Background: an optimization exercise with open tools, aiming at small area, a short achievable clock period and few clock cycles. Do not read the settings as production practice. Only simulation tests tie the RTL to the original design; equivalence was not proved. No activity file was given, so power comes from the tool's default toggle rates.

==> flow/design.v (excerpt) <==
module bqfp_frame_parser (
    input  wire       clk,
    input  wire       rst,         
    input  wire       in_valid,
    input  wire [7:0] in_data,
    output wire       in_ready,
    output wire       out_valid,
    output wire [7:0] out_data,
    output wire       out_last,
    input  wire       out_ready
);
==> flow/config.mk <==
export PLATFORM = sky130hd
export DESIGN_NAME = bqfp_frame_parser
export DESIGN_NICKNAME = bqfp_frame_parser
export VERILOG_FILES = /design/flow/design.v
export SDC_FILE = /design/flow/constraint.sdc
export NUM_CORES = 4
export LEC_CHECK = 0
export ABC_CLOCK_PERIOD_IN_PS = 2500
export CAP_MARGIN = 20
export CORE_MARGIN = 2
export CORE_UTILIZATION = 70
export CTS_CLUSTER_DIAMETER = 60
export CTS_CLUSTER_SIZE = 20
export SETUP_SLACK_MARGIN = 4.5
export SLEW_MARGIN = 20
==> flow/constraint.sdc <==
create_clock -name core_clock -period 7.0 [get_ports {clk}]
set_input_delay 1.4000 -clock core_clock [delete_from_list [all_inputs] [get_ports {clk}]]
set_output_delay 1.4000 -clock core_clock [all_outputs]
set_load 0.01 [all_outputs]
run.sh (not shown) runs the stock make flow with config.mk's settings and CLKGATE_MAP_FILE= SYNTH_SCRIPT=/design/flow/synth_recipe.tcl, a recipe that flattens the netlist after the stock synthesis.
Testbench counts at the start, summed over its fixed seeds: cycles 82,043.
Rerun with:
--- a/flow/design.v
+++ b/flow/design.v
@@ -28,14 +28,15 @@
     wire [8:0]     send = cv[9*N-1 -: 9];        
     reg        rdy_r;       
     reg        took_r;      
     reg        rc;          
     reg        rcx;         
     reg        hv;          
     reg  [7:0] hd;
+    reg  [7:0] warm_cnt;    
     reg        warm;        
     wire take = in_valid && rdy_r;
     assign in_ready = rdy_r;
     reg  [8:0] s0_next;
     reg        hv_next;
     reg  [7:0] hd_next;
     always @(*) begin
@@ -118,31 +119,27 @@
     reg  [VW-1:0] vq_wp, vq_rp;
     reg  [VW:0]   vq_n;
     wire          vq_head = vq[vq_rp];
     wire          vq_any;
     wire          vpop;
     reg           vq_ne;         
     assign vq_any = vq_ne;
-    reg           vpush_r;
     always @(posedge clk) begin
         if (vpush) vq[vq_wp] <= vbit;
         if (rst) begin
-            vpush_r <= 1'b0;
             vq_wp <= 0;
             vq_rp <= 0;
             vq_n  <= 0;
             vq_ne <= 1'b0;
         end else begin
-            vpush_r <= vpush;
-            if (vpush_r) vq_wp <= vq_wp + 1'b1;
+            if (vpush) vq_wp <= vq_wp + 1'b1;
             if (vpop)  vq_rp <= vq_rp + 1'b1;
-            if (vpush_r && !vpop)      vq_n <= vq_n + 1'b1;
-            else if (vpop && !vpush_r) vq_n <= vq_n - 1'b1;
-            vq_ne <= vpop ? (vq_n > 1 || (vq_n == 1 && vpush_r) || vpush)
-                          : (vq_ne || vpush);
+            if (vpush && !vpop)      vq_n <= vq_n + 1'b1;
+            else if (vpop && !vpush) vq_n <= vq_n - 1'b1;
+            vq_ne <= vpop ? (vq_n > 1 || vpush) : (vq_ne || vpush);
         end
     end
     reg r_p1, r_p2, r_p3, r_cmd, r_len, r_cp, r_er;
     reg [7:0] rrem;
     reg       rok;
     reg       ov;  reg [7:0] od;  reg ol;
     reg       q1v; reg [7:0] q1d; reg q1l;
@@ -157,16 +154,16 @@
         tEF  <= (tpre == PREAMBLE_3);
         tlt6 <= (tpre < 8'd6);
     end
     wire silent = (r_p1 && t03) || r_er || (r_p2 && tAF) || (r_p3 && tEF) ||
                   (r_cp && !rok);
     wire can  = (silent || !q1v) && (!r_cmd || vq_any);
     reg  fm;                                
-    reg  [7:0] nu;                          
-    reg  [7:0] nd;                          
+    reg  [8:0] nu;                          
+    reg  [8:0] nd;                          
     wire cons = tv && !fm && can;           
     wire fail = tv && !fm && !can;
     wire pass = tv && fm;
     wire rc_next = tv && (fm || !can);
     assign vpop = cons && r_cmd;
     wire       err2 = (r_p1 && !t03) || (r_p2 && !tAF) || (r_p3 && !tEF);
     wire [1:0] ne   = r_p1 ? 2'd0 : r_p2 ? 2'd1 : 2'd2;
@@ -181,15 +178,15 @@
             if (tlt6)     begin nb0 = 8'hFC; nl0 = 1'b1; end
             else if (rok) begin nb0 = td; end
             else          begin nb0 = 8'hFB; nl0 = 1'b1; end
         end else if (r_cp) begin
             nb0 = td; nl0 = rlast;
         end
     end
-    wire       ndz_fm  = (took_r == pass) ? (nd == 8'd0) : (pass && nd == 8'd1);
+    wire       ndz_fm  = (took_r == pass) ? (nd == 9'd0) : (pass && nd == 9'd1);
     wire       fm_next = fm ? !ndz_fm : fail;
     wire pop  = ov && out_ready;
     wire push = cons && !silent;
     reg        p0v, p1v, p2v;
     reg  [7:0] p0d, p1d;
     reg        p0l, p1l;
     reg  [1:0] p2e;
@@ -239,34 +236,35 @@
             if (r_cmd) rok <= vq_head;
             if (r_len) rrem <= td;
             if (r_cp)  rrem <= rrem - 8'd1;
         end
     end
     always @(posedge clk) begin
         if (rst) begin
+            warm_cnt <= 8'd0;
             warm     <= 1'b0;
             took_r   <= 1'b0;
             rc       <= 1'b0;
             rcx      <= 1'b0;
             hv       <= 1'b0;
             fm       <= 1'b0;
-            nu       <= 8'd0;
-            nd       <= 8'd0;
+            nu       <= 9'd0;
+            nd       <= 9'd0;
             rdy_r    <= 1'b1;
         end else begin
-            if (!warm && nd == N - 3) warm <= 1'b1;
+            if (!warm) warm_cnt <= warm_cnt + 8'd1;
+            if (warm_cnt == N - 3) warm <= 1'b1;
             took_r <= take;
             rc     <= rc_next;
             rcx    <= fail;
             hv     <= hv_next;
             fm     <= fm_next;
-            nd     <= !warm ? nd + 1'b1 :
-                      fm ? (nd + took_r - pass) : (nu + took_r - 1'b1);
+            nd     <= fm ? (nd + took_r - pass) : (nu + took_r - 1'b1);
             nu     <= cons ? nu + took_r - 1'b1 : nu + took_r;
             rdy_r  <= !rc_next && !(fm && !ndz_fm) && !hv_next &&
-                      (vq_n <= VQ - 1);
+                      (vq_n <= VQ - 2);
         end
     end
     assign out_valid = ov;
     assign out_data  = od;
     assign out_last  = ol;
 endmodule
Effect:
- die area stays flat
- worst setup slack is worse by 0.15 ns
- design area barely changes
- synthesized cell count went up by 1.4%
- core utilization is about the same
- critical path depth climbs by 9
- routed wire length went up by 13%
- power goes up by 1.4%
- sequential power is about the same
- register-to-register slack loses 0.30 ns
- sequential cell count increases by 9
- clock skew goes up by 0.013 ns
- final cell count increases by about 0.45%
- sequential share of layout area increases by 0.21 points
Testbench counts after the change, summed over its fixed seeds: cycles 82,063.

[what the ideal ports hide]
No port has a modelled driver above. Below, the same layouts with a new extraction and two added sets of constraints.
Step 1 assumes that a clkbuf_16 drives the clock port and a buf_2 every other input.
Step 2 also shifts input and output timing later by t, the mid clock arrival at the registers, as if the neighbouring blocks saw the same clock.
Slacks: ideal ports / drivers / drivers and shift; pairs: ideal ports / drivers.
| run | t (ns) | setup WS [ns] | hold slack, ns | worst setup path at the end | cell pins on the clock port's net |
|---|---|---|---|---|---|
| the first run | 0.792 | 4.239 / 4.172 / 3.600 | 0.310 / 0.310 / 0.310 | input to register | 1 |
| the second run | 0.801 | 4.092 / 4.123 / 3.321 | 0.306 / 0.306 / 0.306 | input to register | 1 |
After both steps every run listed still meets setup and hold. For the second run, which loses most, drivers alone change the setup slack by +0.031 ns; drivers and shift together by -0.771 ns.
